Background: an optimization exercise with open tools, aiming at small area. Do not read the settings as production practice. In this exercise RTL edits were held to simulation tests only and were not proved equivalent to the original. The clock port is modelled as an ideal driver; clocking choices that lean on that would not hold on a real chip. Power is estimated from default activity; no workload was simulated.

## dmx_core
module dmx_core (
    input  wire        clk,
    input  wire        rst,
    input  wire [31:0] now,
    input  wire        init,
    input  wire        in_valid,
    output wire        in_ready,
    input  wire [7:0]  in_data,
    output wire        sink_cfg_valid,
    output wire [9:0]  sink_cfg_count,
    output wire        sink_wr_valid,
    output wire [8:0]  sink_wr_index,
    output wire [7:0]  sink_wr_data,
    output wire        ok_pulse,
    output wire        err_pulse,
    output wire [7:0]  err_tag,
    output wire        ok_indicator,
    input  wire [2:0]  t_op,
    input  wire [23:0] t_arg,
    output wire        t_due
);
Size: about 490 cells after synthesis, roughly 76 flip-flops, roughly 110 I/O pins.
export LEC_CHECK = 0
export CAP_MARGIN = 20
export CORE_MARGIN = 2
export CORE_UTILIZATION = 40
export GPL_TIMING_DRIVEN = 1
export SLEW_MARGIN = 20
create_clock -name core_clock -period 8.0 [get_ports {clk}]
standard.sh (not shown) runs the stock make flow with config.mk's settings and CLKGATE_MAP_FILE= SYNTH_SCRIPT=/design/flow/synth_recipe.tcl, a recipe that flattens the netlist after the stock synthesis.
==> flow/flow/run.sh <==
#!/bin/bash
# The standard layout, with two changes:
#  - synthesis maps with ABC's area-oriented script flow/area.abc (the rest of
#    the standard flow's synthesis script is unchanged, so the registers are the same);
#  - port buffers are sky130_fd_sc_hd__buf_1 cells.
set -euo pipefail
HERE=$PWD
{
  echo "proc abc {args} {"
  echo "  set i [lsearch -exact \$args -script]"
  echo "  if {\$i >= 0} { lset args [expr {\$i + 1}] $HERE/flow/area.abc }"
  echo "  yosys abc {*}\$args"
  echo "}"
  cat synth_recipe.tcl
} > my_synth.tcl
sed "s#SYNTH_SCRIPT=[^ ]*#SYNTH_SCRIPT=$HERE/my_synth.tcl#" standard.sh > my_standard.sh
export BUFFER_PORTS_ARGS="-buffer_cell sky130_fd_sc_hd__buf_1"
if [[ -f flow/cts_args.txt ]]; then export CTS_ARGS="$(cat flow/cts_args.txt)"; fi
if [[ -f flow/post_cts.tcl ]]; then export POST_CTS_TCL="$HERE/flow/post_cts.tcl"; fi
bash my_standard.sh > flow.log 2>&1
==> flow/flow/area.abc <==
strash
&get -n
&st
&dch -f
&nf
&put
strash
&get -n
&st
&dch -f
&nf
&put
strash
&get -n
&st
&dch -f
&nf
&put
topo
stime -c
==> flow/flow/cts_args.txt <==
-sink_clustering_enable -repair_clock_nets -buf_list {sky130_fd_sc_hd__clkbuf_8} -sink_clustering_size 20 -sink_clustering_max_diameter 300 -sink_clustering_levels 1 -dont_use_dummy_load
==> flow/flow/post_cts.tcl <==
set sizes {sky130_fd_sc_hd__clkbuf_2 sky130_fd_sc_hd__clkbuf_4 sky130_fd_sc_hd__clkbuf_8 sky130_fd_sc_hd__clkbuf_16}
set n_up 0
for {set iter 0} {$iter < 4} {incr iter} {
  estimate_parasitics -placement
  set up {}
  foreach inst [get_cells *] {
    set k [lsearch -exact $sizes [get_property $inst ref_name]]
    if {$k < 0 || $k == [llength $sizes] - 1} { continue }
    set out [get_pins -of_objects $inst -filter "direction == output"]
    set loads [get_pins -of_objects [get_nets -of_objects $out] -filter "direction == input"]
    set worst 0
    foreach l $loads {
      if {[get_property $l lib_pin_name] ne "CLK"} { continue }
      set s [get_property $l slew_max]
      if {$s > $worst} { set worst $s }
    }
    puts "post_cts: pass $iter [get_full_name $inst] [get_property $inst ref_name] [llength $loads] loads, worst slew $worst"
    if {$worst > 0.110} { lappend up [list $inst [lindex $sizes [expr {$k + 1}]]] }
  }
  if {[llength $up] == 0} { break }
  foreach u $up { replace_cell [lindex $u 0] [lindex $u 1]; incr n_up }
}
puts "post_cts: $n_up clock buffer resizes"
if {$n_up > 0} {
  detailed_placement
  check_placement -verbose
}
Then changed:
--- a/flow/flow/run.sh
+++ b/flow/flow/run.sh
@@ -19,0 +20 @@
+export RECOVER_POWER=100
==> flow/flow/cts_args.txt (replaced) <==
-sink_clustering_enable -repair_clock_nets -buf_list {sky130_fd_sc_hd__clkbuf_4} -dont_use_dummy_load
Settings changed: GPL_TIMING_DRIVEN 1 to 0.
The changed run finished but failed the layout checks on max-capacitance violations, max-slew violations.
Total power fell by 1.8%.
Wire length goes up by 0.87%.
Setup slack is worse by 0.036 ns.
Non-clock buffer count shrinks by 9.
Via count drops by 0.92%.
Then changed:
--- a/flow/flow/run.sh
+++ b/flow/flow/run.sh
@@ -20 +19,0 @@
-export RECOVER_POWER=100
==> flow/flow/cts_args.txt (replaced) <==
-sink_clustering_enable -repair_clock_nets -buf_list {sky130_fd_sc_hd__clkbuf_2} -dont_use_dummy_load
Settings changed: GPL_TIMING_DRIVEN 0 to 1, PLACE_DENSITY from default to 0.65, SETUP_SLACK_MARGIN from default to -0.3.
Now the flow produced a clean layout. Non-clock buffer count grows by 10. Total power shrinks by 1.1%. Die area does not change. Hold slack is better by 0.0054 ns. Final area stays flat. Utilization shrinks by 0.10 points. Setup slack is worse by 0.11 ns. Wire length shrinks by 2.1%. Final cell count grows by 1.3%.
Then changed:
Settings changed: CORE_UTILIZATION 40 to 55, PLACE_DENSITY 0.65 to 0.75.
After rerunning: Worst setup slack is worse by 0.081 ns. Cell area decreases by 1.7%. Non-clock buffer count falls by 3. Final cell count falls by 5.5%. Clock-buffer cell count does not change.
Then changed:
Settings changed: CORE_UTILIZATION 55 to 40, GPL_TIMING_DRIVEN 1 to 0, PLACE_DENSITY 0.75 to default, SETUP_SLACK_MARGIN -0.3 to -0.15.
Hold slack is worse by 0.0036 ns.
Die area rose by a quarter to a third.
Final cell count rose by a few percent.
Wire length rose by a few percent.
Power rose by a few percent.
Final area rose slightly.
Then changed:
==> flow/flow/run.sh (replaced) <==
#!/bin/bash
# The standard layout (standard.sh), with these changes:
#  - synthesis: the standard flow's script unchanged except that ABC maps with
#    flow/area.abc (three rounds of delay-oriented mapping with area recovery)
#    instead of ORFS's speed script; ABC does not touch the registers, so
#    they are the standard synthesis's;
#  - port buffers are sky130_fd_sc_hd__buf_1 cells (still one per port);
set -euo pipefail
HERE=$PWD
{
  echo "proc abc {args} {"
  echo "  set i [lsearch -exact \$args -script]"
  echo "  if {\$i >= 0} { lset args [expr {\$i + 1}] $HERE/flow/area.abc }"
  echo "  yosys abc {*}\$args"
  echo "}"
  cat synth_recipe.tcl
} > my_synth.tcl
sed "s#SYNTH_SCRIPT=[^ ]*#SYNTH_SCRIPT=$HERE/my_synth.tcl#" standard.sh > my_standard.sh
export BUFFER_PORTS_ARGS="-buffer_cell sky130_fd_sc_hd__buf_1"
export CTS_ARGS="$(cat flow/cts_args.txt)"
export POST_CTS_TCL="$HERE/flow/post_cts.tcl"
bash my_standard.sh > flow.log 2>&1
--- a/flow/flow/area.abc
+++ b/flow/flow/area.abc
@@ -0,0 +1,6 @@
+strash
+&get -n
+&st
+&dch -f
+&nf
+&put
Settings changed: GPL_TIMING_DRIVEN 0 to 1, PLACE_DENSITY from default to 0.75, SETUP_SLACK_MARGIN -0.15 to -0.3.
Outcome:
- design area shrinks by 0.46%
- synthesized cell count grows by 1.6%
- first-iteration DRC count grows by 25%

-- what the ideal ports hide --
In the flow no input, the clock included, has a driving cell. The finished layouts below were timed again as built, in two steps. Step 1: set_driving_cell puts a clkbuf_16 on clk and a buf_2 on each other input, an assumption about the parent block. Step 2 times the ports against the registers' clock, not the clock port: input delays grow and output delays shrink by t, the midpoint of the rising clock arrivals with the driver on. a / b / c = no drivers / after step 1 / after step 2; a / b = the first two.
run | t, ns | setup WS [ns] | worst setup path after step 2 | worst slew at a driven data input, ns
the first run | 0.381 | 0.347 / 0.324 / 0.324 | input to output | 0.05
the second run | 0.469 | 0.310 / 0.287 / 0.287 | input to output | 0.05
the third run | 0.564 | 0.198 / 0.178 / 0.178 | input to output | 0.05
the fourth run | 0.520 | 0.117 / 0.097 / 0.097 | input to output | 0.05
the fifth run | 0.575 | 0.218 / 0.195 / 0.195 | input to output | 0.05
the sixth run | 0.566 | 0.137 / 0.117 / 0.117 | input to output | 0.05
